This design comes from an exercise in tuning for small area, a short achievable clock period and few clock cycles per item on the open sky130 flow, not from production work.
Where RTL was checked, it was by simulation tests only, not by an equivalence proof against the original.
No activity file was given, so power comes from the tool's default toggle rates.

== job 4982 ==
Design lz77_block_encoder, start of the top module:
module lz77_block_encoder (
    input  wire        clk,
    input  wire        rst,         
    input  wire        in_valid,
    output wire        in_ready,
    input  wire [7:0]  in_data,
    input  wire        in_last,
    output wire        tok_valid,
    input  wire        tok_ready,
    output wire        tok_match,   
    output wire [7:0]  tok_value,   
    output wire [11:0] tok_dist,    
    output wire        tok_last     
);
For scale: roughly 4800 cells after synthesis, ~37 I/O pins, ~64000 sq um of cells after synthesis.
==> flow/config.mk <==
export PLATFORM = sky130hd
export DESIGN_NAME = lz77_block_encoder
export DESIGN_NICKNAME = lz77_block_encoder
export VERILOG_FILES = /design/flow/design.v
export SDC_FILE = /design/flow/constraint.sdc
export NUM_CORES = 4
export LEC_CHECK = 0
export ABC_AREA = 1
export CAP_MARGIN = 20
export CORE_MARGIN = 2
export CORE_UTILIZATION = 65
export SLEW_MARGIN = 20
==> flow/constraint.sdc <==
create_clock -name core_clock -period 10.0 [get_ports {clk}]
set_input_delay 2.0000 -clock core_clock [delete_from_list [all_inputs] [get_ports {clk}]]
set_output_delay 2.0000 -clock core_clock [all_outputs]
set_load 0.01 [all_outputs]
standard.sh (not shown) runs the stock make flow with config.mk's settings and CLKGATE_MAP_FILE= SYNTH_SCRIPT=/design/flow/synth_recipe.tcl, a recipe that flattens the netlist after the stock synthesis.
==> flow/flow/run.sh <==
#!/bin/bash
# Standard ORFS layout (the standard.sh) with two changes to how it is
# made: timing repair aims for extra setup slack, and the clock tree uses
# clkbuf_16 for its root and trunk and clkbuf_8 for its leaves.
set -euo pipefail
CTS="-sink_clustering_enable -repair_clock_nets -buf_list sky130_fd_sc_hd__clkbuf_8 -root_buf sky130_fd_sc_hd__clkbuf_16 -tree_buf sky130_fd_sc_hd__clkbuf_16 -sink_clustering_size 14 -sink_clustering_max_diameter 50"
bash standard.sh SETUP_SLACK_MARGIN=6.55 "CTS_ARGS=$CTS" finish > standard.log 2>&1
diff inputs: job 4982 => job 2486
--- a/flow/design.v
+++ b/flow/design.v
@@ -24,25 +24,24 @@
     assign in_ready = in_rdy_r;
     reg  [7:0]   H [1:N-1];
     reg  [6:0]   qpos;                
     wire         A_fire;
     reg          vA;                  
     reg  [N-1:1] eA;
     reg          lastA;
     wire [6:0] qpos_nx = A_fire ? (main_end ? 7'd0 : qpos + 7'd1) : qpos;
-    reg  [7:0]  hi_gt, hi_eq;
-    reg  [15:0] lo_ge;
-    wire [N-1:1] e_next;
+    reg  [6:0]   qposB;               
+    wire [N-1:1] e_next, validB;
     genvar gd;
     generate
         for (gd = 1; gd < N; gd = gd + 1) begin : g_cmp
-            wire eq = (gd % 2) ? (H[gd] == main_d) : ((H[gd] ^ main_dn) == 8'hff);
-            assign e_next[gd] = eq &&
-                                (hi_gt[gd / 16] || (hi_eq[gd / 16] && lo_ge[gd % 16]));
+            assign e_next[gd] = (gd % 2) ? (H[gd] == main_d)
+                                         : ((H[gd] ^ main_dn) == 8'hff);
+            assign validB[gd] = (qposB >= gd);
         end
     endgenerate
     reg  [N-1:1] X1, X2;
     reg          M;                   
     reg  [1:0]   pend;                
     reg  [6:0]   L;                   
     wire [7:0]   b0 = H[1];
     wire [7:0]   b1 = H[2];
@@ -114,19 +113,20 @@
     assign tok_dist  = {5'd0, o_tok[6:0]};
     integer k;
     always @(posedge clk) begin
         if (A_fire) begin
             H[1] <= main_d;
             for (k = 2; k < N; k = k + 1) H[k] <= H[k-1];
             eA    <= e_next;
             lastA <= main_end;
+            qposB <= qpos;
         end
         if (B_fire) begin
-            X1 <= eA;
+            X1 <= eA & validB;
             X2 <= cont ? and_v : (X1 & eA);
             if (cont) L <= M ? L + 7'd1 : 7'd3;
             if (lastA) begin
                 flA <= b1;
                 flB <= b0;
                 fl_match <= cont;
             end
         end
@@ -156,19 +156,16 @@
             s_tok <= tok_w;
     end
     always @(posedge clk) begin
         if (rst) begin
             in_rdy_r <= 1'b1;
             main_v   <= 1'b0;
             skid_v   <= 1'b0;
             qpos     <= 7'd0;
-            hi_gt    <= 8'd0;
-            hi_eq    <= 8'd1;
-            lo_ge    <= 16'd1;
             vA       <= 1'b0;
             M        <= 1'b0;
             pend     <= 2'd0;
             f        <= 2'd0;
             ov       <= 1'b0;
             sv       <= 1'b0;
         end else begin
             if (skid_v) begin
@@ -182,22 +179,16 @@
                 end else begin
                     skid_v   <= 1'b1;
                     in_rdy_r <= 1'b0;
                 end
             end else if (A_fire) begin
                 main_v <= 1'b0;
             end
             qpos <= qpos_nx;
-            for (k = 0; k < 8; k = k + 1) begin
-                hi_gt[k] <= (qpos_nx[6:4] > k);
-                hi_eq[k] <= (qpos_nx[6:4] == k);
-            end
-            for (k = 0; k < 16; k = k + 1)
-                lo_ge[k] <= (qpos_nx[3:0] >= k);
             if (A_fire)
                 vA <= 1'b1;
             else if (B_fire)
                 vA <= 1'b0;
             if (B_fire) begin
                 if (lastA) begin
                     M    <= 1'b0;
                     pend <= 2'd0;
### Flow results
Having completed the whole flow, job 2486 delivered a layout that passed the timing, DRC and antenna checks. Job 4982 completed end to end with timing, DRC and antenna clean. Job 2486 vs job 4982, maximum number of pins on one net before global-route repair went up by 2. Going from job 4982 to job 2486, portion of total power attributed to sequential cells went up; number of nets in the finished design went down; worst setup slack went up; fill cell instance count of the final layout went down; total wirelength of the detailed-routed design went down. Summary of job 2486 over job 4982: post-synthesis instance area fell by about 0.4%, sequential cell count decreased by 1.4% relative to the old numbers.
Testbench counts of job 2486, summed over its fixed seeds: cycles 43,506, bytes 43,472.
For job 4982, only the layout was checked, not whether the RTL still works.

port drivers added, routing unchanged:
In the flow no input, the clock included, has a driving cell. The finished layouts below were timed again as built, in two steps.
Step 1 assumes that a clkbuf_16 drives the clock port and a buf_2 every other input.
Step 2 adds t to the input delays and takes it off the output delays; t is the mean of the earliest and latest rising clock arrival at the registers after step 1. Input paths then give back, and output paths get back, about the clock's delay inside the block.
a / b / c = ideal ports / drivers / drivers and shift; a / b = the first two.
run	shift t [ns]	slack for setup (ns)	worst register clock-pin slew, ns	cell pins on the clock port's net
job 4982	0.804	6.603 / 6.528 / 6.012	0.09 / 0.09	1
job 2486	0.782	6.608 / 6.538 / 6.083	0.10 / 0.10	1
After both steps every run listed still meets setup and hold. For job 4982, which loses most, drivers alone change the setup slack by -0.075 ns; drivers and shift together by -0.591 ns.
